This design comes from an exercise in tuning for a short achievable clock period and few clock cycles per item on the open sky130 flow, not from production work.
In this exercise RTL edits were held to simulation tests only and were not proved equivalent to the original.
Power is estimated from default activity; no workload was simulated.

<file path="flow/design.v">
module jbc_cc (
    input  wire        clk,
    input  wire        rst,
    input  wire        ev_valid,
    input  wire [31:0] ev_word,
    output wire        ev_ready,
    output reg         ev_done,
    output reg         heater,
    output reg         adc_start,
    output reg         enc_wr,
    output reg  [15:0] enc_wr_val,
    output reg  [15:0] rd_data
);
    localparam [1:0] M_ACTIVE = 2'd0, M_HOLDER = 2'd1, M_REMOVED = 2'd2, M_DISC = 2'd3;
    function f_zcm;  input [31:0] w; f_zcm  = (w[31:28] == 4'd1) && (w[27:15] == 13'd0); endfunction
    function f_zcd;  input [31:0] w; f_zcd  = (w == 32'h2000_0000); endfunction
    function f_tick; input [31:0] w; f_tick = (w == 32'h3000_0000); endfunction
    function f_rfr;  input [31:0] w; f_rfr  = (w[31:28] == 4'd4) && (w[27:18] == 10'd0); endfunction
    function f_wrg;  input [31:0] w; f_wrg  = (w[31:28] == 4'd5) && (w[27:20] == 8'd0); endfunction
    function f_rst;  input [31:0] w; f_rst  = (w == 32'h7000_0000); endfunction
    function drive;
        input       en;
        input [3:0] s;
        input [3:0] dq;
        begin
            drive = en && (s != 4'd0) && (s <= dq);
        end
    endfunction
    function [3:0] inc11;
        input [3:0] s;
        begin
            inc11 = (s == 4'd10) ? 4'd0 : s + 4'd1;
        end
    endfunction
    reg         ready_r;     
    reg  [1:0]  hcnt;        
    reg         p_r;         
    reg  [31:0] W;           
    reg         rst_r;       
    assign ev_ready = ready_r;
    wire accept = ev_valid & ready_r & ~rst;
    wire rel    = (hcnt == 2'd1);    
    reg  [3:0]  slot;
    reg  [3:0]  dq;              
    reg  [3:0]  dqf;             
    reg         out_en;
    reg  [1:0]  warmup;
    reg  [6:0]  qf;              
    reg  [4:0]  qa;              
    reg  [2:0]  qb;              
    reg  signed [11:0] err0;
    reg  signed [7:0]  integ;
    reg         tip_removed;
    reg         iron_disc;
    reg         iron_holder;
    reg         runaway;
    reg         blink_phase;
    reg  [1:0]  mode_state;
    reg  [8:0]  setpoint;
    reg  [8:0]  backup_sp;
    reg  [2:0]  hold_periods;
    reg  [8:0]  disp_sp;
    reg  [6:0]  disp_q;          
    reg  [3:0]  disp_dq;         
    reg  [31:0] ms_clock;
    reg  [8:0]  blink_ms;
    reg  [15:0] kp100, ki100, kd100;
    reg         s2_v;
    reg  [5:0]  s2_r;
    reg         s2_disc;
    reg  [25:0] s2_p5, s2_pm;
    reg  [19:0] pc_K5, pc_KM;
    reg  signed [29:0] pc_AH, pc_AL, pc_AM;
    reg  signed [11:0] pc_HI, pc_LO, pc_E0, pc_I10;
    reg  signed [13:0] pc_RW;
    reg  signed [27:0] pa_kp_e0, pa_kd_e0, pa_kd_err, pa_ki_i10;
    reg  [15:0] pa_ki;
    wire signed [11:0] c_e0  = $signed({3'd0, setpoint}) - $signed({3'd0, qa, 3'd0}) - $signed({6'd0, qa, 1'b0});
    wire signed [11:0] c_i10 = c_e0 + {{4{integ[7]}}, integ};
    wire [16:0] c_kpd = {1'b0, kp100} + {1'b0, kd100};
    always @(posedge clk) begin
        pa_kp_e0  <= $signed({12'd0, kp100}) * c_e0;
        pa_kd_e0  <= $signed({12'd0, kd100}) * c_e0;
        pa_kd_err <= $signed({12'd0, kd100}) * err0;
        pa_ki_i10 <= $signed({12'd0, ki100}) * c_i10;
        pa_ki     <= ki100;
        pc_K5  <= c_kpd * 20'd5;
        pc_KM  <= (c_kpd + {1'b0, ki100}) * 20'd5;
        pc_E0  <= c_e0;
        pc_I10 <= c_i10;
        pc_HI  <= c_i10 - 12'sd101;
        pc_LO  <= c_i10 + 12'sd100;
        pc_RW  <= $signed({5'd0, setpoint}) * 14'sd11 - $signed({9'd0, qa}) * 14'sd100;
    end
    wire signed [29:0] c_c0 = pa_kp_e0 + pa_kd_e0 - pa_kd_err;
    always @(posedge clk) begin
        pc_AH <= c_c0 + $signed({14'd0, pa_ki}) * 30'sd100;
        pc_AL <= c_c0 - $signed({14'd0, pa_ki}) * 30'sd100;
        pc_AM <= c_c0 + pa_ki_i10;
    end
    wire w_zcm  = f_zcm(W);
    wire w_zcd  = f_zcd(W);
    wire w_tick = f_tick(W);
    wire w_rfr  = f_rfr(W);
    wire w_wrg  = f_wrg(W);
    wire w_rst  = f_rst(W);
    wire w_eval = p_r & w_zcm & (slot == 4'd0);
    wire rst_any = rst_r | (p_r & w_rst);
    wire [11:0] z_s      = W[11:0];
    wire        z_ok     = W[12];
    wire        z_disc   = W[13];
    wire        z_holder = W[14];
    wire        acq_fail = ~z_ok | (z_s > 12'd3500);
    wire [63:1] rge0, rge1, rge2, rge3, rge4;
    assign rge0[1] = 1'b1;
    assign rge0[2] = 1'b1;
    assign rge0[3] = (z_s >= 12'd6);
    assign rge0[4] = (z_s >= 12'd66);
    assign rge0[5] = (z_s >= 12'd126);
    assign rge0[6] = (z_s >= 12'd185);
    assign rge0[7] = (z_s >= 12'd245);
    assign rge0[8] = (z_s >= 12'd305);
    assign rge0[9] = (z_s >= 12'd364);
    assign rge0[10] = (z_s >= 12'd424);
    assign rge0[11] = (z_s >= 12'd483);
    assign rge0[12] = (z_s >= 12'd543);
    assign rge0[13] = (z_s >= 12'd603);
    assign rge0[14] = (z_s >= 12'd662);
    assign rge0[15] = (z_s >= 12'd722);
    assign rge0[16] = (z_s >= 12'd782);
    assign rge0[17] = (z_s >= 12'd841);
    assign rge0[18] = (z_s >= 12'd901);
    assign rge0[19] = (z_s >= 12'd960);
    assign rge0[20] = (z_s >= 12'd1020);
    assign rge0[21] = (z_s >= 12'd1080);
    assign rge0[22] = (z_s >= 12'd1139);
    assign rge0[23] = (z_s >= 12'd1199);
    assign rge0[24] = (z_s >= 12'd1259);
    assign rge0[25] = (z_s >= 12'd1318);
    assign rge0[26] = (z_s >= 12'd1378);
    assign rge0[27] = (z_s >= 12'd1437);
    assign rge0[28] = (z_s >= 12'd1497);
    assign rge0[29] = (z_s >= 12'd1557);
    assign rge0[30] = (z_s >= 12'd1616);
    assign rge0[31] = (z_s >= 12'd1676);
    assign rge0[32] = (z_s >= 12'd1735);
    assign rge0[33] = (z_s >= 12'd1795);
    assign rge0[34] = (z_s >= 12'd1855);
    assign rge0[35] = (z_s >= 12'd1914);
    assign rge0[36] = (z_s >= 12'd1974);
    assign rge0[37] = (z_s >= 12'd2034);
    assign rge0[38] = (z_s >= 12'd2093);
    assign rge0[39] = (z_s >= 12'd2153);
    assign rge0[40] = (z_s >= 12'd2212);
    assign rge0[41] = (z_s >= 12'd2272);
    assign rge0[42] = (z_s >= 12'd2332);
    assign rge0[43] = (z_s >= 12'd2391);
    assign rge0[44] = (z_s >= 12'd2451);
    assign rge0[45] = (z_s >= 12'd2511);
    assign rge0[46] = (z_s >= 12'd2570);
    assign rge0[47] = (z_s >= 12'd2630);
    assign rge0[48] = (z_s >= 12'd2689);
    assign rge0[49] = (z_s >= 12'd2749);
    assign rge0[50] = (z_s >= 12'd2809);
    assign rge0[51] = (z_s >= 12'd2868);
    assign rge0[52] = (z_s >= 12'd2928);
    assign rge0[53] = (z_s >= 12'd2988);
    assign rge0[54] = (z_s >= 12'd3047);
    assign rge0[55] = (z_s >= 12'd3107);
    assign rge0[56] = (z_s >= 12'd3166);
    assign rge0[57] = (z_s >= 12'd3226);
    assign rge0[58] = (z_s >= 12'd3286);
    assign rge0[59] = (z_s >= 12'd3345);
    assign rge0[60] = (z_s >= 12'd3405);
    assign rge0[61] = (z_s >= 12'd3464);
    assign rge0[62] = (z_s >= 12'd3524);
    assign rge0[63] = (z_s >= 12'd3584);
    assign rge1[1] = 1'b1;
    assign rge1[2] = 1'b1;
    assign rge1[3] = 1'b1;
    assign rge1[4] = (z_s >= 12'd42);
    assign rge1[5] = (z_s >= 12'd102);
    assign rge1[6] = (z_s >= 12'd161);
    assign rge1[7] = (z_s >= 12'd221);
    assign rge1[8] = (z_s >= 12'd281);
    assign rge1[9] = (z_s >= 12'd340);
    assign rge1[10] = (z_s >= 12'd400);
    assign rge1[11] = (z_s >= 12'd460);
    assign rge1[12] = (z_s >= 12'd519);
    assign rge1[13] = (z_s >= 12'd579);
    assign rge1[14] = (z_s >= 12'd638);
    assign rge1[15] = (z_s >= 12'd698);
    assign rge1[16] = (z_s >= 12'd758);
    assign rge1[17] = (z_s >= 12'd817);
    assign rge1[18] = (z_s >= 12'd877);
    assign rge1[19] = (z_s >= 12'd937);
    assign rge1[20] = (z_s >= 12'd996);
    assign rge1[21] = (z_s >= 12'd1056);
    assign rge1[22] = (z_s >= 12'd1115);
    assign rge1[23] = (z_s >= 12'd1175);
    assign rge1[24] = (z_s >= 12'd1235);
    assign rge1[25] = (z_s >= 12'd1294);
    assign rge1[26] = (z_s >= 12'd1354);
    assign rge1[27] = (z_s >= 12'd1414);
    assign rge1[28] = (z_s >= 12'd1473);
    assign rge1[29] = (z_s >= 12'd1533);
    assign rge1[30] = (z_s >= 12'd1592);
    assign rge1[31] = (z_s >= 12'd1652);
    assign rge1[32] = (z_s >= 12'd1712);
    assign rge1[33] = (z_s >= 12'd1771);
    assign rge1[34] = (z_s >= 12'd1831);
    assign rge1[35] = (z_s >= 12'd1890);
    assign rge1[36] = (z_s >= 12'd1950);
    assign rge1[37] = (z_s >= 12'd2010);
    assign rge1[38] = (z_s >= 12'd2069);
    assign rge1[39] = (z_s >= 12'd2129);
    assign rge1[40] = (z_s >= 12'd2189);
    assign rge1[41] = (z_s >= 12'd2248);
    assign rge1[42] = (z_s >= 12'd2308);
    assign rge1[43] = (z_s >= 12'd2367);
    assign rge1[44] = (z_s >= 12'd2427);
    assign rge1[45] = (z_s >= 12'd2487);
    assign rge1[46] = (z_s >= 12'd2546);
    assign rge1[47] = (z_s >= 12'd2606);
    assign rge1[48] = (z_s >= 12'd2666);
    assign rge1[49] = (z_s >= 12'd2725);
    assign rge1[50] = (z_s >= 12'd2785);
    assign rge1[51] = (z_s >= 12'd2844);
    assign rge1[52] = (z_s >= 12'd2904);
    assign rge1[53] = (z_s >= 12'd2964);
    assign rge1[54] = (z_s >= 12'd3023);
    assign rge1[55] = (z_s >= 12'd3083);
    assign rge1[56] = (z_s >= 12'd3143);
    assign rge1[57] = (z_s >= 12'd3202);
    assign rge1[58] = (z_s >= 12'd3262);
    assign rge1[59] = (z_s >= 12'd3321);
    assign rge1[60] = (z_s >= 12'd3381);
    assign rge1[61] = (z_s >= 12'd3441);
    assign rge1[62] = (z_s >= 12'd3500);
    assign rge1[63] = (z_s >= 12'd3560);
    assign rge2[1] = 1'b1;
    assign rge2[2] = 1'b1;
    assign rge2[3] = 1'b1;
    assign rge2[4] = (z_s >= 12'd18);
    assign rge2[5] = (z_s >= 12'd78);
    assign rge2[6] = (z_s >= 12'd138);
    assign rge2[7] = (z_s >= 12'd197);
    assign rge2[8] = (z_s >= 12'd257);
    assign rge2[9] = (z_s >= 12'd316);
    assign rge2[10] = (z_s >= 12'd376);
    assign rge2[11] = (z_s >= 12'd436);
    assign rge2[12] = (z_s >= 12'd495);
    assign rge2[13] = (z_s >= 12'd555);
    assign rge2[14] = (z_s >= 12'd615);
    assign rge2[15] = (z_s >= 12'd674);
    assign rge2[16] = (z_s >= 12'd734);
    assign rge2[17] = (z_s >= 12'd793);
    assign rge2[18] = (z_s >= 12'd853);
    assign rge2[19] = (z_s >= 12'd913);
    assign rge2[20] = (z_s >= 12'd972);
    assign rge2[21] = (z_s >= 12'd1032);
    assign rge2[22] = (z_s >= 12'd1092);
    assign rge2[23] = (z_s >= 12'd1151);
    assign rge2[24] = (z_s >= 12'd1211);
    assign rge2[25] = (z_s >= 12'd1270);
    assign rge2[26] = (z_s >= 12'd1330);
    assign rge2[27] = (z_s >= 12'd1390);
    assign rge2[28] = (z_s >= 12'd1449);
    assign rge2[29] = (z_s >= 12'd1509);
    assign rge2[30] = (z_s >= 12'd1569);
    assign rge2[31] = (z_s >= 12'd1628);
    assign rge2[32] = (z_s >= 12'd1688);
    assign rge2[33] = (z_s >= 12'd1747);
    assign rge2[34] = (z_s >= 12'd1807);
    assign rge2[35] = (z_s >= 12'd1867);
    assign rge2[36] = (z_s >= 12'd1926);
    assign rge2[37] = (z_s >= 12'd1986);
    assign rge2[38] = (z_s >= 12'd2046);
    assign rge2[39] = (z_s >= 12'd2105);
    assign rge2[40] = (z_s >= 12'd2165);
    assign rge2[41] = (z_s >= 12'd2224);
    assign rge2[42] = (z_s >= 12'd2284);
    assign rge2[43] = (z_s >= 12'd2344);
    assign rge2[44] = (z_s >= 12'd2403);
    assign rge2[45] = (z_s >= 12'd2463);
    assign rge2[46] = (z_s >= 12'd2522);
    assign rge2[47] = (z_s >= 12'd2582);
    assign rge2[48] = (z_s >= 12'd2642);
    assign rge2[49] = (z_s >= 12'd2701);
    assign rge2[50] = (z_s >= 12'd2761);
    assign rge2[51] = (z_s >= 12'd2821);
    assign rge2[52] = (z_s >= 12'd2880);
    assign rge2[53] = (z_s >= 12'd2940);
    assign rge2[54] = (z_s >= 12'd2999);
    assign rge2[55] = (z_s >= 12'd3059);
    assign rge2[56] = (z_s >= 12'd3119);
    assign rge2[57] = (z_s >= 12'd3178);
    assign rge2[58] = (z_s >= 12'd3238);
    assign rge2[59] = (z_s >= 12'd3298);
    assign rge2[60] = (z_s >= 12'd3357);
    assign rge2[61] = (z_s >= 12'd3417);
    assign rge2[62] = (z_s >= 12'd3476);
    assign rge2[63] = (z_s >= 12'd3536);
    assign rge3[1] = 1'b1;
    assign rge3[2] = 1'b1;
    assign rge3[3] = 1'b1;
    assign rge3[4] = 1'b1;
    assign rge3[5] = (z_s >= 12'd54);
    assign rge3[6] = (z_s >= 12'd114);
    assign rge3[7] = (z_s >= 12'd173);
    assign rge3[8] = (z_s >= 12'd233);
    assign rge3[9] = (z_s >= 12'd293);
    assign rge3[10] = (z_s >= 12'd352);
    assign rge3[11] = (z_s >= 12'd412);
    assign rge3[12] = (z_s >= 12'd472);
    assign rge3[13] = (z_s >= 12'd531);
    assign rge3[14] = (z_s >= 12'd591);
    assign rge3[15] = (z_s >= 12'd650);
    assign rge3[16] = (z_s >= 12'd710);
    assign rge3[17] = (z_s >= 12'd770);
    assign rge3[18] = (z_s >= 12'd829);
    assign rge3[19] = (z_s >= 12'd889);
    assign rge3[20] = (z_s >= 12'd948);
    assign rge3[21] = (z_s >= 12'd1008);
    assign rge3[22] = (z_s >= 12'd1068);
    assign rge3[23] = (z_s >= 12'd1127);
    assign rge3[24] = (z_s >= 12'd1187);
    assign rge3[25] = (z_s >= 12'd1247);
    assign rge3[26] = (z_s >= 12'd1306);
    assign rge3[27] = (z_s >= 12'd1366);
    assign rge3[28] = (z_s >= 12'd1425);
    assign rge3[29] = (z_s >= 12'd1485);
    assign rge3[30] = (z_s >= 12'd1545);
    assign rge3[31] = (z_s >= 12'd1604);
    assign rge3[32] = (z_s >= 12'd1664);
    assign rge3[33] = (z_s >= 12'd1724);
    assign rge3[34] = (z_s >= 12'd1783);
    assign rge3[35] = (z_s >= 12'd1843);
    assign rge3[36] = (z_s >= 12'd1902);
    assign rge3[37] = (z_s >= 12'd1962);
    assign rge3[38] = (z_s >= 12'd2022);
    assign rge3[39] = (z_s >= 12'd2081);
    assign rge3[40] = (z_s >= 12'd2141);
    assign rge3[41] = (z_s >= 12'd2201);
    assign rge3[42] = (z_s >= 12'd2260);
    assign rge3[43] = (z_s >= 12'd2320);
    assign rge3[44] = (z_s >= 12'd2379);
    assign rge3[45] = (z_s >= 12'd2439);
    assign rge3[46] = (z_s >= 12'd2499);
    assign rge3[47] = (z_s >= 12'd2558);
    assign rge3[48] = (z_s >= 12'd2618);
    assign rge3[49] = (z_s >= 12'd2677);
    assign rge3[50] = (z_s >= 12'd2737);
    assign rge3[51] = (z_s >= 12'd2797);
    assign rge3[52] = (z_s >= 12'd2856);
    assign rge3[53] = (z_s >= 12'd2916);
    assign rge3[54] = (z_s >= 12'd2976);
    assign rge3[55] = (z_s >= 12'd3035);
    assign rge3[56] = (z_s >= 12'd3095);
    assign rge3[57] = (z_s >= 12'd3154);
    assign rge3[58] = (z_s >= 12'd3214);
    assign rge3[59] = (z_s >= 12'd3274);
    assign rge3[60] = (z_s >= 12'd3333);
    assign rge3[61] = (z_s >= 12'd3393);
    assign rge3[62] = (z_s >= 12'd3453);
    assign rge3[63] = (z_s >= 12'd3512);
    assign rge4[1] = 1'b1;
    assign rge4[2] = 1'b1;
    assign rge4[3] = 1'b1;
    assign rge4[4] = 1'b1;
    assign rge4[5] = (z_s >= 12'd30);
    assign rge4[6] = (z_s >= 12'd90);
    assign rge4[7] = (z_s >= 12'd150);
    assign rge4[8] = (z_s >= 12'd209);
    assign rge4[9] = (z_s >= 12'd269);
    assign rge4[10] = (z_s >= 12'd328);
    assign rge4[11] = (z_s >= 12'd388);
    assign rge4[12] = (z_s >= 12'd448);
    assign rge4[13] = (z_s >= 12'd507);
    assign rge4[14] = (z_s >= 12'd567);
    assign rge4[15] = (z_s >= 12'd627);
    assign rge4[16] = (z_s >= 12'd686);
    assign rge4[17] = (z_s >= 12'd746);
    assign rge4[18] = (z_s >= 12'd805);
    assign rge4[19] = (z_s >= 12'd865);
    assign rge4[20] = (z_s >= 12'd925);
    assign rge4[21] = (z_s >= 12'd984);
    assign rge4[22] = (z_s >= 12'd1044);
    assign rge4[23] = (z_s >= 12'd1103);
    assign rge4[24] = (z_s >= 12'd1163);
    assign rge4[25] = (z_s >= 12'd1223);
    assign rge4[26] = (z_s >= 12'd1282);
    assign rge4[27] = (z_s >= 12'd1342);
    assign rge4[28] = (z_s >= 12'd1402);
    assign rge4[29] = (z_s >= 12'd1461);
    assign rge4[30] = (z_s >= 12'd1521);
    assign rge4[31] = (z_s >= 12'd1580);
    assign rge4[32] = (z_s >= 12'd1640);
    assign rge4[33] = (z_s >= 12'd1700);
    assign rge4[34] = (z_s >= 12'd1759);
    assign rge4[35] = (z_s >= 12'd1819);
    assign rge4[36] = (z_s >= 12'd1879);
    assign rge4[37] = (z_s >= 12'd1938);
    assign rge4[38] = (z_s >= 12'd1998);
    assign rge4[39] = (z_s >= 12'd2057);
    assign rge4[40] = (z_s >= 12'd2117);
    assign rge4[41] = (z_s >= 12'd2177);
    assign rge4[42] = (z_s >= 12'd2236);
    assign rge4[43] = (z_s >= 12'd2296);
    assign rge4[44] = (z_s >= 12'd2356);
    assign rge4[45] = (z_s >= 12'd2415);
    assign rge4[46] = (z_s >= 12'd2475);
    assign rge4[47] = (z_s >= 12'd2534);
    assign rge4[48] = (z_s >= 12'd2594);
    assign rge4[49] = (z_s >= 12'd2654);
    assign rge4[50] = (z_s >= 12'd2713);
    assign rge4[51] = (z_s >= 12'd2773);
    assign rge4[52] = (z_s >= 12'd2833);
    assign rge4[53] = (z_s >= 12'd2892);
    assign rge4[54] = (z_s >= 12'd2952);
    assign rge4[55] = (z_s >= 12'd3011);
    assign rge4[56] = (z_s >= 12'd3071);
    assign rge4[57] = (z_s >= 12'd3131);
    assign rge4[58] = (z_s >= 12'd3190);
    assign rge4[59] = (z_s >= 12'd3250);
    assign rge4[60] = (z_s >= 12'd3309);
    assign rge4[61] = (z_s >= 12'd3369);
    assign rge4[62] = (z_s >= 12'd3429);
    assign rge4[63] = (z_s >= 12'd3488);
    wire [64:1] rge = {1'b0, (qb == 3'd0) ? rge0 : (qb == 3'd1) ? rge1 : (qb == 3'd2) ? rge2 :
                             (qb == 3'd3) ? rge3 : rge4};
    reg  [5:0]  r1;
    integer kr, ir;
    always @(*) begin
        for (kr = 0; kr < 6; kr = kr + 1) begin
            r1[kr] = 1'b0;
            for (ir = 0; ir * (2 << kr) + (1 << kr) <= 63; ir = ir + 1)
                r1[kr] = r1[kr] | (rge[ir * (2 << kr) + (1 << kr)] & ~rge[(ir + 1) * (2 << kr)]);
        end
    end
    reg  [3:0] e_cnt;
    reg  [6:0] e_res;
    wire [3:0] e_bit  = 4'd8 - e_cnt;
    wire [6:0] e_cand = e_res | (7'd1 << e_bit[2:0]);
    wire [6:0] e_rm   = e_cand - 7'd1;
    wire [5:0] e_r    = e_rm[5:0];
    wire [25:0] e_p5  = pc_K5 * e_r;
    wire [25:0] e_pm  = pc_KM * e_r;
    wire [8:0]  e_r5  = e_r * 9'd5;
    wire [11:0] e_r50 = e_r * 12'd50;
    wire signed [29:0] e_dh = pc_AH - $signed({4'd0, e_p5});
    wire signed [29:0] e_dl = pc_AL - $signed({4'd0, e_p5});
    wire signed [29:0] e_dm = pc_AM - $signed({4'd0, e_pm});
    wire e_t1 = ($signed({3'd0, e_r5}) <= pc_HI) ? (e_dh >= 30'sd1000) :
                ($signed({3'd0, e_r5}) >  pc_LO) ? (e_dl >= 30'sd1000) : (e_dm >= 30'sd1000);
    wire e_g  = e_t1 & ~($signed({2'd0, e_r50}) > pc_RW);
    wire e_ok = (e_cnt == 4'd9);
    wire [64:0] rge_x = {rge, 1'b1};
    wire fwd1 = ~acq_fail & ~z_disc & (warmup == 2'd3) & ~rge_x[e_res];
    wire [25:0] p5_1 = pc_K5 * r1;
    wire [25:0] pm_1 = pc_KM * r1;
    wire [8:0]  r5     = s2_r * 9'd5;
    wire        is_hi  = $signed({3'd0, r5}) <= pc_HI;
    wire        is_lo  = $signed({3'd0, r5}) >  pc_LO;
    reg  [10:1] t_h, t_l, t_m, t_sel;
    reg  signed [29:0] dh, dl, dm;
    integer jt;
    always @(*) begin
        for (jt = 1; jt <= 10; jt = jt + 1) begin
            dh = pc_AH - $signed({4'd0, s2_p5}) - jt * 1000;
            dl = pc_AL - $signed({4'd0, s2_p5}) - jt * 1000;
            dm = pc_AM - $signed({4'd0, s2_pm}) - jt * 1000;
            t_h[jt] = ~dh[29];
            t_l[jt] = ~dl[29];
            t_m[jt] = ~dm[29];
        end
        t_sel = is_hi ? t_h : is_lo ? t_l : t_m;
    end
    reg [3:0] dq_eval;
    integer jd;
    always @(*) begin
        dq_eval = 4'd0;
        for (jd = 1; jd <= 10; jd = jd + 1)
            if (t_sel[jd]) dq_eval = jd;
    end
    wire        warm        = (warmup == 2'd3);
    wire [11:0] r50         = s2_r * 12'd50;
    wire        runaway_new = $signed({2'd0, r50}) > pc_RW;
    wire [6:0]  q_new       = {qa, 1'b0} + {1'b0, s2_r};
    wire [16:0] q_x205      = q_new * 10'd205;
    wire [4:0]  qa_new      = q_x205[14:10];
    wire [2:0]  qb_new      = q_new - qa_new * 3'd5;
    wire signed [11:0] err_new   = pc_E0 - $signed({3'd0, r5});
    wire signed [11:0] isum_new  = pc_I10 - $signed({3'd0, r5});
    wire signed [7:0]  integ_new = is_hi ? 8'sd100 : is_lo ? -8'sd100 : isum_new[7:0];
    wire [4:0]  d_sum       = {1'b0, dq_eval} + {1'b0, dqf};
    wire        r_holder = W[16];
    wire        r_disc   = W[17];
    wire        r_neg    = W[15];
    wire        r_big    = ~W[15] & (W[14:0] > 15'd4500);
    wire [12:0] r_in     = W[12:0];
    wire [25:0] r_x      = r_in * 13'd6554;
    wire [8:0]  r_div    = r_x[24:16];
    wire [8:0]  r_raw    = r_neg ? 9'd0 : r_big ? 9'd450 : r_div;
    wire        r_change = (r_raw != backup_sp);
    wire [8:0]  r_reduced = (r_raw > 9'd150) ? 9'd150 : r_raw;
    wire [1:0]  r_mode   = tip_removed ? M_REMOVED :
                           r_disc      ? M_DISC    :
                           r_holder    ? M_HOLDER  : M_ACTIVE;
    wire        r_recent = r_change | (hold_periods != 3'd0);
    reg  [3:0]  n_slot, n_dq, n_dqf;
    reg         n_en;
    reg  [1:0]  n_warmup;
    reg  [6:0]  n_qf;
    reg  [4:0]  n_qa;
    reg  [2:0]  n_qb;
    reg  signed [11:0] n_err0;
    reg  signed [7:0]  n_integ;
    reg         n_tip, n_disc, n_holder, n_runaway, n_phase;
    reg  [1:0]  n_mode;
    reg  [8:0]  n_sp, n_bsp, n_dsp;
    reg  [2:0]  n_hold;
    reg  [6:0]  n_dispq;
    reg  [3:0]  n_dispdq;
    reg  [31:0] n_ms;
    reg  [8:0]  n_bms;
    reg  [15:0] n_kp, n_ki, n_kd;
    wire [3:0]  f_dq      = rst_any ? 4'd0 : dq;
    wire [3:0]  f_dqf     = rst_any ? 4'd0 : dqf;
    wire        f_en      = rst_any ? 1'b0 : out_en;
    wire [1:0]  f_warmup  = rst_any ? 2'd0 : warmup;
    wire [6:0]  f_qf      = rst_any ? 7'd0 : qf;
    wire        f_tip     = rst_any ? 1'b0 : tip_removed;
    wire        f_disc    = rst_any ? 1'b0 : iron_disc;
    wire        f_holder  = rst_any ? 1'b0 : iron_holder;
    wire        f_runaway = rst_any ? 1'b0 : runaway;
    always @(*) begin
        n_slot = slot; n_dq = dq; n_dqf = dqf; n_en = out_en; n_warmup = warmup;
        n_qf = qf; n_qa = qa; n_qb = qb; n_err0 = err0; n_integ = integ;
        n_tip = tip_removed; n_disc = iron_disc; n_holder = iron_holder;
        n_runaway = runaway; n_phase = blink_phase; n_mode = mode_state;
        n_sp = setpoint; n_bsp = backup_sp; n_dsp = disp_sp; n_hold = hold_periods;
        n_dispq = disp_q; n_dispdq = disp_dq; n_ms = ms_clock; n_bms = blink_ms;
        n_kp = kp100; n_ki = ki100; n_kd = kd100;
        if (rst_any) begin
            n_slot = 4'd0; n_dq = 4'd0; n_dqf = 4'd0; n_en = 1'b0; n_warmup = 2'd0;
            n_qf = 7'd0; n_qa = 5'd0; n_qb = 3'd0; n_err0 = 12'sd0; n_integ = 8'sd0;
            n_tip = 1'b0; n_disc = 1'b0; n_holder = 1'b0;
            n_runaway = 1'b0; n_phase = 1'b0; n_mode = M_ACTIVE;
            n_sp = 9'd0; n_bsp = 9'd0; n_dsp = 9'd0; n_hold = 3'd0;
            n_dispq = 7'd0; n_dispdq = 4'd0; n_ms = 32'd0; n_bms = 9'd0;
            n_kp = 16'd170; n_ki = 16'd15; n_kd = 16'd50;
        end else begin
            if (p_r) begin
                if (w_eval) begin
                    n_disc   = z_disc;
                    n_holder = z_holder;
                    n_tip    = acq_fail;
                    if (acq_fail) begin
                        n_runaway = 1'b0; n_en = 1'b0; n_dq = 4'd0; n_dqf = 4'd0;
                    end
                end
                if (w_zcd) n_slot = inc11(slot);
                if (w_tick) begin
                    n_ms = ms_clock + 32'd1;
                    if (blink_ms == 9'd499) begin
                        n_bms   = 9'd0;
                        n_phase = ~blink_phase;
                        if (hold_periods != 3'd0) n_hold = hold_periods - 3'd1;
                    end else begin
                        n_bms = blink_ms + 9'd1;
                    end
                end
                if (w_rfr) begin
                    if (r_change) n_hold = 3'd4;
                    n_bsp    = r_raw;
                    n_sp     = r_holder ? r_reduced : r_raw;
                    n_mode   = r_mode;
                    n_dsp    = (r_mode == M_HOLDER && !r_recent) ? r_reduced : r_raw;
                    n_dispq  = s2_v ? q_new : qf;
                    n_dispdq = r_mode[1] ? 4'd0 : s2_v ? (s2_disc ? 4'd0 : d_sum[4:1]) : dqf;
                end
                if (w_wrg) begin
                    case (W[19:16])
                        4'd0:  n_kp = W[15:0];
                        4'd1:  n_ki = W[15:0];
                        4'd2:  n_kd = W[15:0];
                        4'd14: n_ms[15:0]  = W[15:0];
                        4'd15: n_ms[31:16] = W[15:0];
                        default: ;
                    endcase
                end
            end
            if (s2_v) begin
                n_qf      = q_new;
                n_qa      = qa_new;
                n_qb      = qb_new;
                n_runaway = runaway_new;
                if (!warm) n_warmup = warmup + 2'd1;
                n_err0    = err_new;
                n_integ   = integ_new;
                if (s2_disc) begin
                    n_en = 1'b0; n_dq = 4'd0; n_dqf = 4'd0;
                end else begin
                    n_en  = warm & ~runaway_new;
                    n_dq  = dq_eval;
                    n_dqf = d_sum[4:1];
                end
            end
        end
    end
    wire [3:0] s1 = inc11(slot);
    wire [3:0] s2 = inc11(s1);
    wire d0 = drive(out_en, slot, dq);
    wire d1 = drive(out_en, s1, dq);
    wire d2 = drive(out_en, s2, dq);
    wire w_step = p_r & w_zcd;
    wire en2    = ~s2_disc & warm & ~runaway_new;
    wire pin_a  = ~rst_any & (w_eval ? 1'b0 : s2_v ? (w_step & en2 & t_sel[1]) : w_step ? d1 : d0);
    wire pin_b  = ~rst_any & (w_eval ? fwd1 : s2_v ? (en2 & (w_step ? t_sel[2] : t_sel[1])) : w_step ? d2 : d1);
    wire n_slot0 = (n_slot == 4'd0);
    wire gain_chg = ((W[19:16] == 4'd0) & (W[15:0] != kp100)) |
                    ((W[19:16] == 4'd1) & (W[15:0] != ki100)) |
                    ((W[19:16] == 4'd2) & (W[15:0] != kd100));
    wire stale = rst_any | s2_v | (p_r & ((w_rfr & (n_sp != setpoint)) | w_eval | (w_wrg & gain_chg)));
    wire [15:0] f_status = {3'd0, (n_hold != 3'd0), n_mode, n_warmup,
                            n_phase, 1'b0, n_runaway, n_holder, n_disc,
                            n_tip, n_en, heater};
    wire [15:0] view [0:15];
    assign view[0]  = n_kp;
    assign view[1]  = n_ki;
    assign view[2]  = n_kd;
    assign view[3]  = {12'd0, n_slot};
    assign view[4]  = f_status;
    assign view[5]  = {9'd0, f_dq * 7'd10};
    assign view[6]  = {9'd0, f_dqf * 7'd10};
    assign view[7]  = {6'd0, n_qf * 10'd5};
    assign view[8]  = {7'd0, n_sp};
    assign view[9]  = {7'd0, n_bsp};
    assign view[10] = {7'd0, n_dsp};
    assign view[11] = {6'd0, n_dispq * 10'd5};
    assign view[12] = {9'd0, n_dispdq * 7'd10};
    assign view[13] = {13'd0, n_hold};
    assign view[14] = n_ms[15:0];
    assign view[15] = n_ms[31:16];
    wire i_zcm, i_zcd, i_rfr, i_rdv, i_rdw, i_rst, i_enc;
    jbc_dec dec (.w(ev_word), .zcm(i_zcm), .zcd(i_zcd), .rfr(i_rfr), .rdv(i_rdv), .rdw(i_rdw), .rst(i_rst), .enc(i_enc));
    wire s1_now    = w_eval;
    wire zcm_stale = n_slot0 & stale;
    wire zcm_hold  = s1_now | zcm_stale;
    wire z_a = zcm_hold ? heater : (n_slot0 ? 1'b0 : pin_a);
    wire zcd_hold = s1_now & ~e_ok;
    wire z_b = zcd_hold ? heater : pin_b;
    wire h_heater = w_rst ? 1'b0 : w_zcm ? ((slot == 4'd0) ? 1'b0 : pin_a) : w_zcd ? pin_b : heater;
    wire h_adc    = w_zcm & (slot == 4'd0);
    wire h_enc    = w_rfr & (W[15] | (W[14:0] > 15'd4500));
    wire       d_ready, d_p, d_done, d_heater, d_adc, d_enc;
    wire [1:0] d_hcnt;
    jbc_ctl ctl (
        .ev_valid(ev_valid), .rst(rst),
        .i_zcm(i_zcm), .i_zcd(i_zcd), .i_rfr(i_rfr), .i_rdv(i_rdv), .i_rdw(i_rdw), .i_rst(i_rst), .i_enc(i_enc),
        .ready_r(ready_r), .hcnt(hcnt), .heater(heater), .s1_now(s1_now), .s2_v(s2_v),
        .zcm_stale(zcm_stale), .zcd_hold(zcd_hold), .n_slot0(n_slot0), .z_a(z_a), .z_b(z_b),
        .h_heater(h_heater), .h_adc(h_adc), .h_enc(h_enc),
        .d_ready(d_ready), .d_hcnt(d_hcnt), .d_p(d_p), .d_done(d_done),
        .d_heater(d_heater), .d_adc(d_adc), .d_enc(d_enc)
    );
    wire [15:0] d_rd;
    jbc_rdmux rdm (
        .v0(view[0]), .v1(view[1]), .v2(view[2]), .v3(view[3]),
        .v4(view[4]), .v5(view[5]), .v6(view[6]), .v7(view[7]),
        .v8(view[8]), .v9(view[9]), .v10(view[10]), .v11(view[11]),
        .v12(view[12]), .v13(view[13]), .v14(view[14]), .v15(view[15]),
        .sel_ev(ev_word[19:16]), .sel_w(W[19:16]), .rel(rel), .y(d_rd)
    );
    always @(posedge clk) begin
        rst_r   <= rst;
        ready_r <= d_ready;
        hcnt    <= d_hcnt;
        p_r     <= d_p;
        ev_done <= d_done;
        heater  <= d_heater;
        if (rst)
            s2_v <= 1'b0;
        else
            s2_v <= w_eval & ~acq_fail & ~rst_r;
        if (hcnt == 2'd0)
            W <= ev_word;
        s2_r    <= r1;
        s2_p5   <= p5_1;
        if (rst | stale)
            e_cnt <= 4'd0;
        else if (!e_ok)
            e_cnt <= e_cnt + 4'd1;
        if (e_cnt < 4'd2)
            e_res <= 7'd0;
        else if (!e_ok && (e_cand <= 7'd64) && e_g)
            e_res <= e_cand;
        s2_pm   <= pm_1;
        s2_disc <= z_disc;
        adc_start  <= d_adc;
        enc_wr     <= d_enc;
        enc_wr_val <= (rel ? W[15] : ev_word[15]) ? 16'd0 : 16'd4500;
        rd_data    <= d_rd;
        slot <= n_slot; dq <= n_dq; dqf <= n_dqf; out_en <= n_en; warmup <= n_warmup;
        qf <= n_qf; qa <= n_qa; qb <= n_qb; err0 <= n_err0; integ <= n_integ;
        tip_removed <= n_tip; iron_disc <= n_disc; iron_holder <= n_holder;
        runaway <= n_runaway; blink_phase <= n_phase; mode_state <= n_mode;
        setpoint <= n_sp; backup_sp <= n_bsp; disp_sp <= n_dsp; hold_periods <= n_hold;
        disp_q <= n_dispq; disp_dq <= n_dispdq; ms_clock <= n_ms; blink_ms <= n_bms;
        kp100 <= n_kp; ki100 <= n_ki; kd100 <= n_kd;
    end
endmodule
module jbc_nor4 (input wire [3:0] a, output wire y);
    assign y = ~|a;
endmodule
module jbc_and4 (input wire [3:0] a, output wire y);
    assign y = &a;
endmodule
module jbc_gt4500 (input wire [14:0] a, output wire y);
    assign y = (a > 15'd4500);
endmodule
module jbc_dec (
    input  wire [31:0] w,
    output wire        zcm,
    output wire        zcd,
    output wire        rfr,
    output wire        rdv,
    output wire        rdw,
    output wire        rst,
    output wire        enc
);
    wire ga, gb, gc, ge, gf, gg, gh;
    jbc_nor4 n_a (.a(w[27:24]), .y(ga));
    jbc_nor4 n_b (.a(w[23:20]), .y(gb));
    jbc_nor4 n_c (.a(w[19:16]), .y(gc));
    jbc_nor4 n_e (.a(w[14:11]), .y(ge));
    jbc_nor4 n_f (.a(w[10:7]),  .y(gf));
    jbc_nor4 n_g (.a(w[6:3]),   .y(gg));
    assign gh = ~|w[2:0];
    wire op1, op2, op4, op6, op7;
    jbc_and4 o_1 (.a({~w[31], ~w[30], ~w[29],  w[28]}), .y(op1));
    jbc_and4 o_2 (.a({~w[31], ~w[30],  w[29], ~w[28]}), .y(op2));
    jbc_and4 o_4 (.a({~w[31],  w[30], ~w[29], ~w[28]}), .y(op4));
    jbc_and4 o_6 (.a({~w[31],  w[30],  w[29], ~w[28]}), .y(op6));
    jbc_and4 o_7 (.a({~w[31],  w[30],  w[29],  w[28]}), .y(op7));
    wire z_hi, z_lo, z_rfr, z_rds;
    jbc_and4 a_hi  (.a({ga, gb, gc, ~w[15]}), .y(z_hi));
    jbc_and4 a_lo  (.a({ge, gf, gg, gh}), .y(z_lo));
    jbc_and4 a_rfr (.a({op4, ga, gb, ~(w[19] | w[18])}), .y(z_rfr));
    jbc_and4 a_rds (.a({op6, ga, gb, ~w[15]}), .y(z_rds));
    wire big;
    jbc_gt4500 c_big (.a(w[14:0]), .y(big));
    assign zcm = op1 & z_hi;
    assign zcd = op2 & z_hi & z_lo;
    assign rst = op7 & z_hi & z_lo;
    assign rfr = z_rfr;
    assign rdv = z_rds & ~w[19] & w[18] & (w[17] ^ w[16]) & z_lo;
    assign rdw = z_rds & ~w[19] & w[18] & ~(w[17] ^ w[16]) & z_lo;
    assign enc = z_rfr & (w[15] | big);
endmodule
module jbc_ctl (
    input  wire       ev_valid,
    input  wire       rst,
    input  wire       i_zcm,
    input  wire       i_zcd,
    input  wire       i_rfr,
    input  wire       i_rdv,
    input  wire       i_rdw,
    input  wire       i_rst,
    input  wire       i_enc,
    input  wire       ready_r,
    input  wire [1:0] hcnt,
    input  wire       heater,
    input  wire       s1_now,
    input  wire       s2_v,
    input  wire       zcm_stale,
    input  wire       zcd_hold,
    input  wire       n_slot0,
    input  wire       z_a,
    input  wire       z_b,
    input  wire       h_heater,
    input  wire       h_adc,
    input  wire       h_enc,
    output wire       d_ready,
    output wire [1:0] d_hcnt,
    output wire       d_p,
    output wire       d_done,
    output wire       d_heater,
    output wire       d_adc,
    output wire       d_enc
);
    wire rel   = (hcnt == 2'd1);
    wire offer = ev_valid & ready_r;
    wire hold2 = (i_zcm | i_rdv) & s1_now;
    wire hold1 = (i_zcd & zcd_hold) | (i_rdw & s1_now) | (i_rdv & s2_v) | (i_zcm & zcm_stale);
    wire hold  = hold2 | hold1;
    wire go    = offer & ~hold;
    assign d_ready  = rst | ((hcnt != 2'd0) ? rel : ~(offer & hold));
    assign d_hcnt   = rst ? 2'd0 :
                      (hcnt != 2'd0) ? hcnt - 2'd1 :
                      ~offer ? 2'd0 : hold2 ? 2'd2 : hold1 ? 2'd1 : 2'd0;
    assign d_p      = ~rst & (rel | go);
    assign d_done   = ~rst & (rel | go);
    assign d_heater = rst ? 1'b0 :
                      rel ? h_heater :
                      ~offer ? heater :
                      i_rst ? 1'b0 : i_zcm ? z_a : i_zcd ? z_b : heater;
    assign d_adc    = rel ? h_adc : (i_zcm & n_slot0);
    assign d_enc    = rel ? h_enc : i_enc;
endmodule
module jbc_rdmux (
    input  wire [15:0] v0, v1, v2, v3, v4, v5, v6, v7,
    input  wire [15:0] v8, v9, v10, v11, v12, v13, v14, v15,
    input  wire [3:0]  sel_ev,
    input  wire [3:0]  sel_w,
    input  wire        rel,
    output reg  [15:0] y
);
    wire [3:0] sel = rel ? sel_w : sel_ev;
    always @(*) begin
        case (sel)
            4'd0:  y = v0;
            4'd1:  y = v1;
            4'd2:  y = v2;
            4'd3:  y = v3;
            4'd4:  y = v4;
            4'd5:  y = v5;
            4'd6:  y = v6;
            4'd7:  y = v7;
            4'd8:  y = v8;
            4'd9:  y = v9;
            4'd10: y = v10;
            4'd11: y = v11;
            4'd12: y = v12;
            4'd13: y = v13;
            4'd14: y = v14;
            default: y = v15;
        endcase
    end
endmodule
</file>
<file path="flow/flow/run.sh">
#!/bin/bash
# Standard ORFS layout (the standard.sh), with the timing repair steps asked to
# leave setup slack of SETUP_MARGIN ns at the design's own clock period and SDC.
set -euo pipefail
MARGIN=$(cat flow/margin.txt)
bash standard.sh synth > log_synth.txt 2>&1
bash standard.sh SETUP_SLACK_MARGIN=$MARGIN finish > log_layout.txt 2>&1
</file>
<file path="flow/flow/margin.txt">
37.4
</file>
<file path="flow/standard.sh">
#!/bin/bash
# synth_recipe.tcl (not shown) runs the flow's synth.tcl, then flattens the netlist and writes it again
# the make line also repeats each setting of config.mk as NAME=value (left out here)
make -C /OpenROAD-flow-scripts/flow DESIGN_CONFIG=/design/flow/config.mk WORK_HOME=/design/flow/orfs CLKGATE_MAP_FILE= SYNTH_SCRIPT=/design/flow/synth_recipe.tcl "${@:-finish}"
</file>
<file path="flow/config.mk">
export PLATFORM = sky130hd
export DESIGN_NAME = jbc_cc
export DESIGN_NICKNAME = jbc_cc
export VERILOG_FILES = /design/flow/design.v
export SDC_FILE = /design/flow/constraint.sdc
export NUM_CORES = 4
export LEC_CHECK = 0
export CAP_MARGIN = 20
export CORE_MARGIN = 2
export CORE_UTILIZATION = 40
export SLEW_MARGIN = 20
export SYNTH_HIERARCHICAL = 1
export SYNTH_MINIMUM_KEEP_SIZE = 0
</file>
<file path="flow/constraint.sdc">
create_clock -name core_clock -period 48.0 [get_ports {clk}]
set_input_delay 9.6000 -clock core_clock [delete_from_list [all_inputs] [get_ports {clk}]]
set_output_delay 9.6000 -clock core_clock [all_outputs]
set_load 0.01 [all_outputs]
</file>
==> reports/metrics.cfg, run 1 <==
[floorplanning]
start_util_pct = 40.1
io_pins = 72
die_h_um = 489
core_area_sq_um = 235000
dieWidth_um = 489
rows = 178
die_area_sq_um = 239000

[sta]
hold_viol = 0
rsz0062_at_grt = yes
timing.hold.ws_ns = 0.471
fin_skew_ns = 0.0651
slew_headroom_pct = 16.6
setup_viol = 0
slew_violations = 0
fin_crit_ns = 10.85
fin_tns_setup_ns = 0
worst_slew_pin_slew_ns = 1.24
fin_crit_sh_pct = 22.6
fmax_mhz = 92.2

[placement]
hpwl_um = 271000
post-place-cells = 14400
port_buffers = 60
gp_congestion = 1.01

[critical_path]
path_max_fanout = 1
critPathArrivalTime_ns = 1.25
crit_chain = buf_6
required_ns = 38.40
crit_buf_inv = 1
end_kind = output port
worstSetupPathType = flop to output port
start_kind = flop
cp_slowest_stage_delay_ns = 0.36
cpMaxStageDelayCell = dfxtp_4
crit_family = flip-flops

[logic_synthesis]
synth_seq_cells = 625
synthArstFlopShare_pct = 0
synth.most_common_cell = inv_1
ys_seq_area_share_pct = 13.6
synth_cell_type_count = 104
synth.avg_cell_area_sq_um = 8.22
yosys.area.top_type = fa_1
netlist.area_leader.share_pct = 20.3
yosys-top-cells-count = inv_1 (1670), ha_1 (1277), nand2_1 (1237)
synthFlopType = dfxtp_1
synthTopCellsByArea = fa_1 (20%), ha_1 (17%), dfxtp_1 (13%)
yosysWarnings = 8
netlist_instances = 11400
synth.cell_area_sq_um = 94100
synth_enable_flop_cells = 32

[grt]
grt_pass1_vias = 84400
grt_max_degree = 71
antenna_found_initial = 19
grt_overflow_total = 0
grt_pass1_wl_um = 527000
track_usage_pct = 29.1

[power]
finalPower_mw = 2.35
peakVddDrop_mv = 0.0263
power_density_nw_per_um2 = 22.8
leakagePower_nw = 49.3

[clocking]
cts_buffer_depth = 3
numCtsBuffers = 84
clk_latency_ns = 0.77
cts_tree = yes
htree_levels = 3
clk_pin_slew_ns = 0.07
clock_sinks = 625
postCtsHoldBufs = 0
cts_root_buf = clkbuf_16

[route]
wirelength_um = 352000
antenna_left = 0
drt_iter0_markers = 7611
viasPerCell = 5.74
vias = 84100
wire_per_inst_um = 24.0
first_pass_iters = 9
drcViolationCount = 0

[run]
maxCapViolCount = 0

[finish]
n_fill_cell = 23200
drive_gt1_share_pct = 6.73
fin_cells = 14700
fin_nets = 13700
syn_to_final_growth_pct = 9.92
post-route-util_pct = 44.1

[outcome]
status = finished clean

[min_path]
worstHoldPathType = flop to flop

## sequential cells by signal, indices dropped and copies added, names as in the netlist, 20 cells and up
signal / cells
s2_p5: 26
pc_AL: 30
pa_kd_e0: 28
s2_pm: 26
pa_kd_err: 28
pc_AH: 27
pc_AM: 30
W: 32
pa_kp_e0: 28
ms_clock: 32
pc_KM: 20
pa_ki_i10: 28
pc_K5: 20
## Yosys stat by module (local to each module, per instance)
module | area, sq um | copies in the design | cells inside | flip-flops and latches
jbc_rdmux | 2090 | 1 | 304 | 0
jbc_nor4 | 12.5 | 6 | 1 | 0
jbc_dec | 81.3 | 1 | 15 | 0
jbc_ctl | 190 | 1 | 29 | 0
jbc_cc | 91500 | 1 | 11100 | 625
jbc_gt4500 | 60.1 | 1 | 9 | 0
jbc_and4 | 8.76 | 9 | 1 | 0
## layout make-up
class                   instances  area [sq um]  area share (%)
flip-flops and latches        625         12900            12.5
inverters                    1673          6310            6.10
clock buffers                 106          2270            2.20
repair buffers                341          2970            2.87
multi-input cells            8714         74400            71.9
clock inverters                47           607           0.587
well taps                    3150          3940            3.81
diodes                          7          17.5          0.0169
## where the power goes
group | switching, mW | internal, mW | total (mW)
clock | 0.282 | 0.384 | 0.666
sequential | 0.0148 | 0.541 | 0.556
combinational | 0.704 | 0.428 | 1.13
## layer usage
metal	vias to the layer above	track usage, %	wire length [um]
met5	-	0	33
met4	6	14.2	20200
met3	879	5.10	27000
met2	3509	46.9	158000
met1	41600	37.5	147000
li1	38200	-	-
## logic make-up (layout without fill, tap and decap cells)
group | count (synthesis) | after routing | share of synthesized area, %
xor gates and xnor gates | 604 | 605 | 5.62
AOI/OAI and AO/OA | 2384 | 2384 | 16.5
buffers and inverters | 2217 | 2167 | 8.96
DFF | 625 | 625 | 13.6
adders and majority gates | 2232 | 2232 | 37.3
and+or+nand+nor | 3296 | 3296 | 16.9
other | 1 | 120 | 0.00399
muxes | 84 | 84 | 1.03
## per-stage QoR
step / worst slack, ns / area (sq um)
2_1_floorplan: 37.01 / 94800
6_report: 37.15 / 103000
3_3_place_gp: 35.69 / 98900
5_1_grt: 37.12 / 103000
3_5_place_dp: 35.68 / 98900
4_1_cts: 37.09 / 103000
## worst paths after layout
path,from,to,slack (ns),cells past startpoint
max reg2reg,W[2]$_DFFE_PN_,s2_p5[25]$_DFF_P_,37.82,38
min reg2reg,integ[0]$_SDFFE_PN0P_,integ[0]$_SDFFE_PN0P_,0.47,2
max,rd_data[7]$_DFF_P_,rd_data[7],37.15,1
min,integ[0]$_SDFFE_PN0P_,integ[0]$_SDFFE_PN0P_,0.47,2
## layout by cell type (no fill, tap or decap), types with 109 or more instances in the layout
master    count
nand2b_1    135
conb_1      113
buf_4       243
a21oi_1     686
o21bai_1    109
fa_1        955
dfxtp_1     566
o21ai_0     437
nand2_1    1223
nand3_1     153
nor2b_1     215
and2_1      403
a21o_1      149
ha_1       1259
xor2_1      204
inv_1      1660
nor3_1      155
nor2_1      556
xnor2_1     378
## timing repair
action / 4_1_cts / 5_1_grt
cloned: 2 / 1
pin swaps: 32 / 39
setup buffers: 53 / 32
setup endpoints to repair: 73 / 74
gates resized for setup: 312 / 145
## worst min-delay path, cell delays in order, from the launching register on
cell and delay [ns]:
dfxtp_1 0.31, nand2_1 0.05, o31ai_1 0.05
Testbench counts, summed over its fixed seeds: cycles 806,054, items 800,000.
==> run 2: changes to the inputs <==
--- a/flow/design.v
+++ b/flow/design.v
@@ -438,23 +438,35 @@
                 r1[kr] = r1[kr] | (rge[ir * (2 << kr) + (1 << kr)] & ~rge[(ir + 1) * (2 << kr)]);
         end
     end
-    reg  [3:0] e_cnt;
+    reg  [2:0] e_cnt;
     reg  [6:0] e_res;
-    wire [3:0] e_bit  = 4'd8 - e_cnt;
-    wire [6:0] e_cand = e_res | (7'd1 << e_bit[2:0]);
-    wire [6:0] e_rm   = e_cand - 7'd1;
-    wire [5:0] e_r    = e_rm[5:0];
-    wire [25:0] e_p5  = pc_K5 * e_r;
-    wire [25:0] e_pm  = pc_KM * e_r;
-    wire [8:0]  e_r5  = e_r * 9'd5;
-    wire [11:0] e_r50 = e_r * 12'd50;
-    wire signed [29:0] e_dh = pc_AH - $signed({4'd0, e_p5});
-    wire signed [29:0] e_dl = pc_AL - $signed({4'd0, e_p5});
-    wire signed [29:0] e_dm = pc_AM - $signed({4'd0, e_pm});
-    wire e_t1 = ($signed({3'd0, e_r5}) <= pc_HI) ? (e_dh >= 30'sd1000) :
-                ($signed({3'd0, e_r5}) >  pc_LO) ? (e_dl >= 30'sd1000) : (e_dm >= 30'sd1000);
-    wire e_g  = e_t1 & ~($signed({2'd0, e_r50}) > pc_RW);
-    wire e_ok = (e_cnt == 4'd9);
+    wire [6:0] e_step = (e_cnt == 3'd2) ? 7'd16 : (e_cnt == 3'd3) ? 7'd4 : 7'd1;
+    reg  [4:1] e_gk;
+    reg  [6:0] e_ck [1:4];
+    reg  [5:0] e_rk;
+    reg  [25:0] e_p5k, e_pmk;
+    reg  [8:0]  e_r5k;
+    reg  [11:0] e_r50k;
+    reg  signed [29:0] e_dhk, e_dlk, e_dmk;
+    reg  e_t1k;
+    integer ke;
+    always @(*) begin
+        for (ke = 1; ke <= 4; ke = ke + 1) begin
+            e_ck[ke] = e_res + ke * e_step;
+            e_rk     = e_ck[ke] - 7'd1;
+            e_p5k    = pc_K5 * e_rk;
+            e_pmk    = pc_KM * e_rk;
+            e_r5k    = e_rk * 9'd5;
+            e_r50k   = e_rk * 12'd50;
+            e_dhk    = pc_AH - $signed({4'd0, e_p5k});
+            e_dlk    = pc_AL - $signed({4'd0, e_p5k});
+            e_dmk    = pc_AM - $signed({4'd0, e_pmk});
+            e_t1k    = ($signed({3'd0, e_r5k}) <= pc_HI) ? (e_dhk >= 30'sd1000) :
+                       ($signed({3'd0, e_r5k}) >  pc_LO) ? (e_dlk >= 30'sd1000) : (e_dmk >= 30'sd1000);
+            e_gk[ke] = (e_ck[ke] <= 7'd64) & e_t1k & ~($signed({2'd0, e_r50k}) > pc_RW);
+        end
+    end
+    wire e_ok = (e_cnt == 3'd5);
     wire [64:0] rge_x = {rge, 1'b1};
     wire fwd1 = ~acq_fail & ~z_disc & (warmup == 2'd3) & ~rge_x[e_res];
     wire [25:0] p5_1 = pc_K5 * r1;
@@ -689,13 +701,13 @@
         s2_r    <= r1;
         s2_p5   <= p5_1;
         if (rst | stale)
-            e_cnt <= 4'd0;
+            e_cnt <= 3'd0;
         else if (!e_ok)
-            e_cnt <= e_cnt + 4'd1;
-        if (e_cnt < 4'd2)
+            e_cnt <= e_cnt + 3'd1;
+        if (e_cnt < 3'd2)
             e_res <= 7'd0;
-        else if (!e_ok && (e_cand <= 7'd64) && e_g)
-            e_res <= e_cand;
+        else if (!e_ok)
+            e_res <= e_gk[4] ? e_ck[4] : e_gk[3] ? e_ck[3] : e_gk[2] ? e_ck[2] : e_gk[1] ? e_ck[1] : e_res;
         s2_pm   <= pm_1;
         s2_disc <= z_disc;
         adc_start  <= d_adc;
==> run 2 against run 1 <==
Compared with the run above:
- fmax shrank 0.60%
- clock power shrank 1%
- first-iteration DRC count grew 50%
- final cell count rose by 44%
- highest routed layer unchanged
- critical path depth rose by 47
- clock-buffer cell count shrank 4
- global-route usage rose by 0.081 points
- still clean
- die area rose by 41%
- flip-flop and latch count fell by 1
- critical endpoint is now e_res[4]$_SDFFE_PN0P_
- non-clock buffer count increased by 341
- register-to-register slack lost 0.74 ns
==> reports/metrics.cfg, run 2 <==
[floorplanning]
rows = 211  ; +19%
io_pins = 72  ; unchanged
dieWidth_um = 581  ; +19%
die_h_um = 581  ; +19%
start_util_pct = 40.3  ; +0.15 points
die_area_sq_um = 338000  ; +41%
core_area_sq_um = 331000  ; +41%

[placement]
gp_congestion = 1.03  ; +1.8%
place_ws_ns = 34.35  ; -1.33 ns
port_buffers = 60  ; unchanged
hpwl_um = 376000  ; +39%

[logic_synthesis]
synth_cell_type_count = 120  ; +15%
yosys-top-cells-count = inv_1 (2511), ha_1 (1833), nand2_1 (1422)
synth_enable_flop_cells = 32  ; unchanged
yosys.area.top_type = fa_1
synth.most_common_cell = inv_1
synthArstFlopShare_pct = 0  ; unchanged
synth.cell_area_sq_um = 133000  ; +42%
synthTopCellsByArea = fa_1 (21%), ha_1 (17%), dfxtp_1 (8.9%)
netlist.area_leader.share_pct = 21.1  ; +0.77 points
synth.avg_cell_area_sq_um = 8.05  ; -2.1%
synthFlopType = dfxtp_1
netlist_instances = 16500  ; +45%
yosysWarnings = 10  ; +2
ys_seq_area_share_pct = 9.62  ; -4.0 points
synth_seq_cells = 624  ; -0.16%

[critical_path]
worstSetupPathType = flop to flop
critPathLaunch = e_cnt[1]$_SDFFE_PP0P_
start_kind = flop
rr_startpoint = e_cnt[1]$_SDFFE_PP0P_
path_max_fanout = 7  ; +6
required_ns = 48.66  ; +10.26 ns
cpMaxStageDelayCell = nor4_4
cp_slowest_stage_delay_ns = 0.77  ; +0.41 ns
critPathArrivalTime_ns = 11.57  ; +10.32 ns
end_kind = flop
ff2ff_path_depth = 48  ; +26%

[min_path]
hold-path-cell-count = 1  ; -1
min_from = pa_ki_i10[0]$_DFF_P_
worstHoldPathType = flop to flop

[clocking]
clk_latency_ns = 0.75  ; -0.02 ns
htree_levels = 3  ; unchanged
cts_buffer_depth = 3  ; unchanged
cts_tree = yes
clock_sinks = 624  ; -0.16%
postCtsHoldBufs = 0  ; unchanged
cts_root_buf = clkbuf_16
numCtsBuffers = 82  ; -2.4%
clk_pin_slew_ns = 0.06  ; about the same

[finish]
final_cell_mix = inv_1 (2486), ha_1 (1785), fa_1 (1402)
post-route-util_pct = 45.0  ; +0.89 points
n_fill_cell = 32800  ; +42%
syn_to_final_growth_pct = 11.7
fin_nets = 20000  ; +46%
layout_commonest_cell = inv_1
reg.largest.list = W x32, ms_clock x32
drive_gt1_share_pct = 9.00  ; +2.3 points

[sta]
fin_crit_sh_pct = 22.7  ; +0.14 points
rsz0062_at_grt = yes
setup_ws_ns = 37.08  ; -0.0651 ns
timing.hold.ws_ns = 0.470  ; -0.000989 ns
fin_skew_ns = 0.0484  ; -0.0166 ns
setup_viol = 0  ; unchanged
slew_violations = 0  ; unchanged
worst_slew_pin_slew_ns = 1.19  ; -0.0549 ns
fin_tns_setup_ns = 0  ; unchanged
fin_crit_ns = 10.92  ; +0.0651 ns
slew_headroom_pct = 20.7  ; +4.1 points
fmax_mhz = 91.6  ; -0.60%
hold_viol = 0  ; unchanged

[power]
power_density_nw_per_um2 = 25.6  ; +12%
finalPower_mw = 3.81  ; +62%
cellInternalPower_mw = 1.97  ; +46%
p_clk_share_pct = 17.2  ; -11 points
p_seq_share_pct = 14.7  ; -8.9 points
leakagePower_nw = 70.4  ; +43%
peakVddDrop_mv = 0.0328  ; +25%
combPwrFrac_pct = 68.1  ; +20 points
p_switching_mw = 1.84  ; +83%
netSwitchingFraction_pct = 48.2  ; +5.7 points

[grt]
antenna_found_initial = 34  ; +15
track_usage_pct = 29.1  ; +0.081 points
grt_pass1_wl_um = 749000  ; +42%
grt_overflow_total = 0  ; unchanged
grt_pass1_vias = 119000  ; +41%
grt_max_degree = 76  ; +7.0%

[route]
vias = 122000  ; +44%
drt_iter0_markers = 11400  ; +50%
antenna_left = 0  ; unchanged
drcViolationCount = 0  ; unchanged
viasPerCell = 5.74  ; about the same
wirelength_um = 503000  ; +43%
first_pass_iters = 11  ; +2
wire_per_inst_um = 23.8  ; -0.98%

[run]
maxCapViolCount = 0  ; unchanged

[outcome]
status = finished clean

## run 2: repair_timing
action,CTS,global route
setup buffers,184,106
pin swaps,244,184
setup endpoints to repair,73,68
gates cloned,14,7
resized for setup,690,320
## run 2: area by class of cell
type | count | area, sq um | share of cell area, %
tap | 4366 | 5460 | 3.67
clock inverter | 49 | 582 | 0.391
timing repair buffer | 682 | 6320 | 4.25
multi-input combinational | 12800 | 112000 | 75.1
inverter | 2521 | 9520 | 6.40
sequential | 624 | 12900 | 8.65
antenna | 17 | 42.5 | 0.0286
clock buffer | 102 | 2260 | 1.52
## run 2: worst paths after layout
| path | to | slack (ns) |
|---|---|---|
| worst min-delay path | pc_AM[0]$_DFF_P_ | 0.47 |
| worst max register to register | e_res[4]$_SDFFE_PN0P_ | 37.08 |
| worst min register to register | pc_AM[0]$_DFF_P_ | 0.47 |
| worst max-delay path | e_res[4]$_SDFFE_PN0P_ | 37.08 |
## run 2: modules after synthesis, one instance, submodules excluded, excerpt
module / area, sq um / cells inside / flip-flops and latches
jbc_nor4: 12.5 / 1 / 0
jbc_gt4500: 55.1 / 8 / 0
jbc_and4: 8.76 / 1 / 0
jbc_rdmux: 2090 / 304 / 0
jbc_dec: 81.3 / 15 / 0
jbc_cc: 131000 / 16200 / 624
## run 2: cell families (layout without fill, tap and decap cells)
family / after synthesis / after routing / synth area share, %
compound gates: 3466 / 3469 / 17.1
flops: 624 / 624 / 9.62
xor+xnor: 856 / 857 / 5.68
buf+inv: 3243 / 3354 / 9.22
simple gates: 4980 / 4981 / 18.9
mux: 111 / 111 / 0.979
other cells: 1 / 130 / 0.00282
fa+ha+maj: 3266 / 3266 / 38.5
## run 2: critical path, delay by kind of cell, from the launching register on
kind / cells / cell delay (ns)
adder cells (fa/ha/maj): 10 / 3.11
AO/OA/AOI/OAI: 13 / 2.60
AND/OR/NAND/NOR: 9 / 2.13
buffers and inverters: 11 / 1.31
XOR/XNOR: 4 / 0.99
flip-flops: 1 / 0.38
multiplexers: 1 / 0.24
## run 2: layer usage
layer	vias to the layer above	global-route usage (%)	part of all wire (%)
li1	55600	-	-
met1	59200	37.1	40
met2	5310	46.0	44
met3	1365	6.12	9.4
met4	20	16.0	6.5
met5	-	0	0.027
## run 2: through the flow
stage,area [sq um],instances
after detailed placement,140000,20700
after CTS,147000,21000
final,149000,21200
after global placement,140000,20700
after global routing,149000,21100
after floorplan,134000,16700
## run 2: power groups by stage
stage | clock [mW] | sequential, mW | combinational (mW)
floorplan | 0 | 0.559 | 1.67
global placement | 0 | 0.570 | 2.29
detailed placement | 0 | 0.570 | 2.31
CTS | 0.668 | 0.560 | 2.46
global route | 0.689 | 0.560 | 2.85
finish | 0.657 | 0.560 | 2.59
Testbench counts of run 2, summed over its fixed seeds: cycles 804,651, items 800,000.

==> re-timing with driven ports <==
How much do the figures lean on ideal ports? The routed layouts below were timed once more, with nothing changed but the port constraints. Step 1, drivers: a clkbuf_16 drives clk and a buf_2 each remaining input, both assumed. Step 2 moves the port delays by t, midway between the first and last clock arrival at a register: inputs arrive t later, outputs are due t later. That takes back most of the time a late clock gives input paths. a / b / c = no drivers / after step 1 / after step 2; a / b = the first two.
run	shift t [ns]	setup slack, ns	latest minus earliest clock arrival (ns)
run 1	0.827	37.149 / 37.059 / 36.541	0.065 / 0.066
run 2	0.827	37.084 / 37.084 / 36.432	0.050 / 0.049
After both steps setup and hold are still met in every run listed. For run 2, which loses most, drivers alone change the setup slack by 0.000 ns; drivers and shift together by -0.652 ns.
